This design comes from an exercise in tuning for small area, a short achievable clock period and few clock cycles per item on the open sky130 flow, not from production work. The RTL was checked by simulation tests, not by an equivalence proof against the original design.

wip/sierra:
==> flow/design.v (excerpt) <==
module aes256_core (
    input  wire         clk,
    input  wire         rst,
    input  wire         start,
    input  wire [1:0]   op,
    input  wire [255:0] key,
    input  wire [127:0] din,
    output wire         ready,
    output reg          done,
    output reg          err,
    output reg  [127:0] dout
);
clock: 10.0 ns
lec_check: 0
cap_margin: 20
core_margin: 2
core_utilization: 40
slew_margin: 20
standard.sh (not shown) runs the stock make flow with config.mk's settings and CLKGATE_MAP_FILE= SYNTH_SCRIPT=/design/flow/synth_recipe.tcl, a recipe that flattens the netlist after the stock synthesis.
==> flow/flow/run.sh <==
#!/bin/bash
# Own flow: the standard layout, but synthesis maps with an ABC script
# suited to XOR-heavy logic (flow/abc.script) and skips the full/half adder
# extraction. Everything else (registers, flattening, renaming, all layout
# steps) is the standard flow's.
set -euo pipefail
W=$(pwd)
SYN=$FLOW_HOME/scripts/synth.tcl
# 1) synthesis script: ORFS synth.tcl with the two changes
sed -e 's|^\(\s*\)\[env_var_exists_and_non_empty ADDER_MAP_FILE\] &&|\10 \&\& [env_var_exists_and_non_empty ADDER_MAP_FILE] \&\&|' \
    -e "s|^\(\s*\)log_cmd abc {\*}\$abc_args|\1log_cmd abc -script $W/flow/abc.script {*}[lrange \$abc_args 2 end]|" \
    "$SYN" > "$W/synth_own.tcl"
grep -q '0 && \[env_var_exists_and_non_empty ADDER_MAP_FILE\]' "$W/synth_own.tcl"
grep -q "log_cmd abc -script $W/flow/abc.script" "$W/synth_own.tcl"
sed "s|source \$::env(SCRIPTS_DIR)/synth.tcl|source $W/synth_own.tcl|" synth_recipe.tcl > "$W/synth_recipe_own.tcl"
grep -q "source $W/synth_own.tcl" "$W/synth_recipe_own.tcl"
# 2) the standard layout command with that synthesis script
sed "s|SYNTH_SCRIPT=[^ ]*|SYNTH_SCRIPT=$W/synth_recipe_own.tcl|" standard.sh > "$W/standard_own.sh"
grep -q "SYNTH_SCRIPT=$W/synth_recipe_own.tcl" "$W/standard_own.sh"
bash "$W/standard_own.sh" > "$W/flow_make.log" 2>&1
==> flow/flow/abc.script <==
strash
&get -n
&dch -x
&nf -R 1000
&put
buffer -c
topo
stime -c
upsize -c
dnsize -c
wip/sierra was carried through to the last stage, and its layout satisfied the timing, design-rule and antenna checks.
Testbench counts of wip/sierra, summed over its fixed seeds: cycles 12,192, blocks 768.
Input changes introduced in wip/umber (baseline for comparison: wip/sierra):
diff --git a/flow/flow/run.sh b/flow/flow/run.sh
--- a/flow/flow/run.sh
+++ b/flow/flow/run.sh
@@ -18 +18,5 @@
-sed "s|SYNTH_SCRIPT=[^ ]*|SYNTH_SCRIPT=$W/synth_recipe_own.tcl|" standard.sh > "$W/standard_own.sh"
+# timing repair aims this far below the clock period (ns)
+MARGIN=$(cat "$W/flow/setup_margin")
+sed -e "s|SYNTH_SCRIPT=[^ ]*|SYNTH_SCRIPT=$W/synth_recipe_own.tcl|" \
+    -e "s|\"\${@:-finish}\"|SETUP_SLACK_MARGIN=$MARGIN \"\${@:-finish}\"|" standard.sh > "$W/standard_own.sh"
+grep -q "SETUP_SLACK_MARGIN=$MARGIN" "$W/standard_own.sh"
==> flow/flow/setup_margin (new file) <==
6.5
--- outcome ---
- wip/umber ended with every stage complete and zero timing, DRC or antenna violations.
- wip/umber vs wip/sierra — number of clock buffer instances in the layout dropped by a few percent
- Compared with wip/sierra, the router placed more vias in wip/umber.
- Sequential share of layout area ended up 2.6 points lower on wip/umber than on wip/sierra.
- | average routed wire per standard cell | higher: wip/umber |
- wip/umber ended with more met1 wire length than wip/sierra.
- Inverter count of the layout excluding clock inverters of wip/sierra is on par with wip/umber.
Inputs modified between wip/umber and wip/ember:
- SETUP_SLACK_MARGIN: unset -> 5
diff --git a/flow/flow/run.sh b/flow/flow/run.sh
--- a/flow/flow/run.sh
+++ b/flow/flow/run.sh
@@ -18,5 +18 @@
-# timing repair aims this far below the clock period (ns)
-MARGIN=$(cat "$W/flow/setup_margin")
-sed -e "s|SYNTH_SCRIPT=[^ ]*|SYNTH_SCRIPT=$W/synth_recipe_own.tcl|" \
-    -e "s|\"\${@:-finish}\"|SETUP_SLACK_MARGIN=$MARGIN \"\${@:-finish}\"|" standard.sh > "$W/standard_own.sh"
-grep -q "SETUP_SLACK_MARGIN=$MARGIN" "$W/standard_own.sh"
+sed "s|SYNTH_SCRIPT=[^ ]*|SYNTH_SCRIPT=$W/synth_recipe_own.tcl|" standard.sh > "$W/standard_own.sh"
removed: flow/flow/setup_margin
[summary]
Looking at sequential portion of the cell area, wip/ember sits 2.4 points higher than wip/umber does.
wip/ember reports a higher clock period minus final worst setup slack than wip/umber does.
Relative to wip/umber, the count of cell instances traversed by the critical path of wip/ember is higher by 3.
Across wip/ember and wip/umber, none had a timing, DRC or antenna violation.
In terms of number of placed instances, taps included, wip/ember and wip/umber differ only marginally.
Across both runs, required time reported for the critical path endpoint was higher for wip/ember than for wip/umber.


## tundra
Another version of the RTL of aes256_core (not shown whole).
Size in the first run: ~9100 cells after synthesis, ~0.092 sq mm of cells after synthesis.
Settings: LEC_CHECK=0, CAP_MARGIN=20, CORE_MARGIN=2, CORE_UTILIZATION=40, SLEW_MARGIN=20; clock period 10.0 ns.
==> flow/flow/run.sh <==
#!/bin/bash
# Own flow: the standard layout, but synthesis maps with an ABC script
# suited to XOR-heavy logic (flow/abc.script) and skips the full/half adder
# extraction. Everything else (registers, flattening, renaming, all layout
# steps) is the standard flow's.
set -euo pipefail
W=$(pwd)
SYN=$FLOW_HOME/scripts/synth.tcl
# 1) synthesis script: ORFS synth.tcl with the two changes
sed -e 's|^\(\s*\)\[env_var_exists_and_non_empty ADDER_MAP_FILE\] &&|\10 \&\& [env_var_exists_and_non_empty ADDER_MAP_FILE] \&\&|' \
    -e "s|^\(\s*\)log_cmd abc {\*}\$abc_args|\1log_cmd abc -script $W/flow/abc.script {*}[lrange \$abc_args 2 end]|" \
    "$SYN" > "$W/synth_own.tcl"
grep -q '0 && \[env_var_exists_and_non_empty ADDER_MAP_FILE\]' "$W/synth_own.tcl"
grep -q "log_cmd abc -script $W/flow/abc.script" "$W/synth_own.tcl"
sed "s|source \$::env(SCRIPTS_DIR)/synth.tcl|source $W/synth_own.tcl|" synth_recipe.tcl > "$W/synth_recipe_own.tcl"
grep -q "source $W/synth_own.tcl" "$W/synth_recipe_own.tcl"
# 2) the standard layout command with that synthesis script
# timing repair aims this far below the clock period (ns)
MARGIN=$(cat "$W/flow/setup_margin")
sed -e "s|SYNTH_SCRIPT=[^ ]*|SYNTH_SCRIPT=$W/synth_recipe_own.tcl|" \
    -e "s|\"\${@:-finish}\"|SETUP_SLACK_MARGIN=$MARGIN \"\${@:-finish}\"|" standard.sh > "$W/standard_own.sh"
grep -q "SETUP_SLACK_MARGIN=$MARGIN" "$W/standard_own.sh"
grep -q "SYNTH_SCRIPT=$W/synth_recipe_own.tcl" "$W/standard_own.sh"
bash "$W/standard_own.sh" > "$W/flow_make.log" 2>&1
==> flow/flow/setup_margin <==
7.0
Scripts as last shown in full above: flow/flow/abc.script
Testbench counts of tundra, summed over its fixed seeds: cycles 12,192, blocks 768.
The inputs of cedar differ from those of tundra as listed below.
==> flow/flow/run.sh <==
#!/bin/bash
# Own flow: the standard layout (standard.sh) with three changes:
#  - synthesis maps with an ABC script suited to XOR-heavy logic
#    (flow/abc.script) and skips the full/half adder extraction; registers,
#    flattening and renaming are the standard synthesis's;
#  - timing repair aims SETUP_SLACK_MARGIN ns below the clock period;
#  - ports are buffered with a plain buffer cell.
set -euo pipefail
W=$(pwd)
MARGIN=6.5
SYN=$FLOW_HOME/scripts/synth.tcl
sed -e 's|^\(\s*\)\[env_var_exists_and_non_empty ADDER_MAP_FILE\] &&|\10 \&\& [env_var_exists_and_non_empty ADDER_MAP_FILE] \&\&|' \
    -e "s|^\(\s*\)log_cmd abc {\*}\$abc_args|\1log_cmd abc -script $W/flow/abc.script {*}[lrange \$abc_args 2 end]|" \
    "$SYN" > "$W/synth_own.tcl"
grep -q '0 && \[env_var_exists_and_non_empty ADDER_MAP_FILE\]' "$W/synth_own.tcl"
grep -q "log_cmd abc -script $W/flow/abc.script" "$W/synth_own.tcl"
sed "s|source \$::env(SCRIPTS_DIR)/synth.tcl|source $W/synth_own.tcl|" synth_recipe.tcl > "$W/synth_recipe_own.tcl"
grep -q "source $W/synth_own.tcl" "$W/synth_recipe_own.tcl"
sed -e "s|SYNTH_SCRIPT=[^ ]*|SYNTH_SCRIPT=$W/synth_recipe_own.tcl|" \
    -e "s|\"\${@:-finish}\"|SETUP_SLACK_MARGIN=$MARGIN \"\${@:-finish}\"|" standard.sh > "$W/standard_own.sh"
grep -q "SYNTH_SCRIPT=$W/synth_recipe_own.tcl" "$W/standard_own.sh"
grep -q "SETUP_SLACK_MARGIN=$MARGIN" "$W/standard_own.sh"
export BUFFER_PORTS_ARGS="-buffer_cell sky130_fd_sc_hd__buf_1"
bash "$W/standard_own.sh" > "$W/flow_make.log" 2>&1
removed: flow/flow/setup_margin
Results
- On routed wire length on met2, the higher figure sits with tundra, not cedar.
- Final critical-path share of the clock period was higher in the run labelled tundra.
- tundra -> cedar: count of clock buffers in the final design decreased by a few percent
- Routed length on met1 down about 4.6% in cedar wrt tundra
- cedar — relative area of non-clock buffer cells in the final design 5.6 points lower, tundra as reference
- Compared cedar vs tundra, and via count is down in cedar.
- Between cedar and tundra, it is cedar whose post-synthesis to final-layout area growth is lower, by 13 points.
- The higher sequential cell area in the final layout came out of tundra.
- Start point of the critical path = s1[111]$_DFF_P_: tundra; start point of the critical path = d3$_DFF_P_: cedar
- Summary — maximum frequency, cedar relative to tundra: higher, by 0.0086 GHz.
- Relative to tundra, the number of global-route vias before repair of cedar is lower by 3091.
Inputs modified between cedar and maple:
==> flow/flow/run.sh <==
#!/bin/bash
# Own flow: the standard layout, but synthesis maps with an ABC script
# suited to XOR-heavy logic (flow/abc.script) and skips the full/half adder
# extraction. Everything else (registers, flattening, renaming, all layout
# steps) is the standard flow's.
set -euo pipefail
W=$(pwd)
SYN=$FLOW_HOME/scripts/synth.tcl
# 1) synthesis script: ORFS synth.tcl with the two changes
sed -e 's|^\(\s*\)\[env_var_exists_and_non_empty ADDER_MAP_FILE\] &&|\10 \&\& [env_var_exists_and_non_empty ADDER_MAP_FILE] \&\&|' \
    -e "s|^\(\s*\)log_cmd abc {\*}\$abc_args|\1log_cmd abc -script $W/flow/abc.script {*}[lrange \$abc_args 2 end]|" \
    "$SYN" > "$W/synth_own.tcl"
grep -q '0 && \[env_var_exists_and_non_empty ADDER_MAP_FILE\]' "$W/synth_own.tcl"
grep -q "log_cmd abc -script $W/flow/abc.script" "$W/synth_own.tcl"
sed "s|source \$::env(SCRIPTS_DIR)/synth.tcl|source $W/synth_own.tcl|" synth_recipe.tcl > "$W/synth_recipe_own.tcl"
grep -q "source $W/synth_own.tcl" "$W/synth_recipe_own.tcl"
# 2) the standard layout command with that synthesis script
# timing repair aims this far below the clock period (ns)
MARGIN=$(cat "$W/flow/setup_margin")
sed -e "s|SYNTH_SCRIPT=[^ ]*|SYNTH_SCRIPT=$W/synth_recipe_own.tcl|" \
    -e "s|\"\${@:-finish}\"|SETUP_SLACK_MARGIN=$MARGIN \"\${@:-finish}\"|" standard.sh > "$W/standard_own.sh"
grep -q "SETUP_SLACK_MARGIN=$MARGIN" "$W/standard_own.sh"
grep -q "SYNTH_SCRIPT=$W/synth_recipe_own.tcl" "$W/standard_own.sh"
bash "$W/standard_own.sh" > "$W/flow_make.log" 2>&1
==> flow/flow/setup_margin (new file) <==
6.5
==> summary.txt <==
- Taking cedar as the reference point, the global placement routability congestion of maple falls by about 3.4%.
- | insertion delay of the later-clocked pin in the worst-skew pair | lower: maple |
- maple -> cedar: number of different library cells in the post-synthesis netlist delta 0, exact match
- Final core utilization: maple vs cedar up 1.3 points
- Between cedar and maple, the layout multi-input combinational cell count figures differ only marginally.
- cedar and maple ended up with roughly the same total track usage.
- The slowest stage cell on the critical path comes out sky130_fd_sc_hd__o21ai_0 in one run and sky130_fd_sc_hd__dfxtp_4 in the other, namely in maple and cedar respectively.
- maple does worse than cedar on setup slack.


Another version of the RTL of aes256_core (not shown whole).
For scale: about 9100 cells after synthesis, ~520 I/O pins, about 89000 sq um of cells after synthesis.
Settings: LEC_CHECK=0, CAP_MARGIN=20, CORE_MARGIN=2, CORE_UTILIZATION=40, CTS_BUF_LIST=sky130_fd_sc_hd__clkbuf_16, CTS_CLUSTER_DIAMETER=90, CTS_CLUSTER_SIZE=20, SLEW_MARGIN=20; clock period 10.0 ns.
==> flow/flow/run.sh <==
#!/bin/bash
# Own flow: the standard layout (standard.sh) with three changes:
#  - synthesis maps with an ABC script suited to XOR-heavy logic
#    (flow/abc.script) and skips the full/half adder extraction; registers,
#    flattening and renaming are the standard synthesis's;
#  - timing repair aims SETUP_SLACK_MARGIN ns below the clock period;
#  - ports are buffered with a plain buffer cell, and the delay cells are
#    not used as buffers.
set -euo pipefail
W=$(pwd)
MARGIN=6.5
SYN=$FLOW_HOME/scripts/synth.tcl
sed -e 's|^\(\s*\)\[env_var_exists_and_non_empty ADDER_MAP_FILE\] &&|\10 \&\& [env_var_exists_and_non_empty ADDER_MAP_FILE] \&\&|' \
    -e "s|^\(\s*\)log_cmd abc {\*}\$abc_args|\1log_cmd abc -script $W/flow/abc.script {*}[lrange \$abc_args 2 end]|" \
    "$SYN" > "$W/synth_own.tcl"
grep -q '0 && \[env_var_exists_and_non_empty ADDER_MAP_FILE\]' "$W/synth_own.tcl"
grep -q "log_cmd abc -script $W/flow/abc.script" "$W/synth_own.tcl"
sed "s|source \$::env(SCRIPTS_DIR)/synth.tcl|source $W/synth_own.tcl|" synth_recipe.tcl > "$W/synth_recipe_own.tcl"
grep -q "source $W/synth_own.tcl" "$W/synth_recipe_own.tcl"
sed -e "s|SYNTH_SCRIPT=[^ ]*|SYNTH_SCRIPT=$W/synth_recipe_own.tcl|" \
    -e "s|\"\${@:-finish}\"|SETUP_SLACK_MARGIN=$MARGIN \"\${@:-finish}\"|" standard.sh > "$W/standard_own.sh"
grep -q "SYNTH_SCRIPT=$W/synth_recipe_own.tcl" "$W/standard_own.sh"
grep -q "SETUP_SLACK_MARGIN=$MARGIN" "$W/standard_own.sh"
export BUFFER_PORTS_ARGS="-buffer_cell sky130_fd_sc_hd__buf_1"
DLY=""
for c in clkdlybuf4s15_1 clkdlybuf4s15_2 clkdlybuf4s18_1 clkdlybuf4s18_2 clkdlybuf4s25_1 \
         clkdlybuf4s25_2 clkdlybuf4s50_1 clkdlybuf4s50_2 dlygate4sd1_1 dlygate4sd2_1 \
         dlygate4sd3_1 dlymetal6s2s_1 dlymetal6s4s_1 dlymetal6s6s_1; do
  DLY="$DLY sky130_fd_sc_hd__$c"
done
export DONT_USE_CELLS="$DLY"
bash "$W/standard_own.sh" > "$W/flow_make.log" 2>&1
Scripts as last shown in full above: flow/flow/abc.script
The first run passed the timing, design-rule and antenna checks.
Testbench counts at the start, summed over its fixed seeds: cycles 12,152, blocks 768.
Then changed:
- CTS_CLUSTER_DIAMETER: 90 -> 120
- CTS_CLUSTER_SIZE: 20 -> 18
=>
- core utilization went down by 0.25 points
- count of clock-buffer cells in the layout shrinks by 1
- non-clock buffer count decreases by 17
- die area is unchanged

## separate check: timing with driven ports
How much do the figures lean on ideal ports? The routed layouts below were timed once more, with nothing changed but the port constraints.
Step 1 sets driving cells, clkbuf_16 on the clock port and buf_2 on the other inputs (assumed; they add their load-dependent delay and slew).
Step 2 adds t to the input delays and takes it off the output delays; t is the mean of the earliest and latest rising clock arrival at the registers after step 1. Input paths then give back, and output paths get back, about the clock's delay inside the block.
Slacks: ideal ports / drivers / drivers and shift; pairs: ideal ports / drivers.
run | shift t [ns] | setup slack, ns | latest minus earliest clock arrival (ns)
wip/sierra | 0.975 | 4.827 / 4.727 / 4.618 | 0.066 / 0.066
wip/umber | 0.974 | 5.862 / 5.764 / 5.608 | 0.136 / 0.136
wip/ember | 0.965 | 5.101 / 5.101 / 4.355 | 0.109 / 0.110
tundra | 0.982 | 6.377 / 6.377 / 6.097 | 0.073 / 0.073
cedar | 0.970 | 6.486 / 6.453 / 5.693 | 0.044 / 0.044
maple | 0.953 | 6.459 / 6.445 / 5.671 | 0.049 / 0.048
the first run of note 3 | 0.909 | 6.507 / 6.443 / 5.747 | 0.045 / 0.045
the second run of note 3 | 0.883 | 6.518 / 6.429 / 5.748 | 0.076 / 0.076
After both steps setup and hold are still met in every run listed. The setup slack of cedar, which loses most, moves by -0.033 ns with the drivers and by -0.793 ns with both steps.
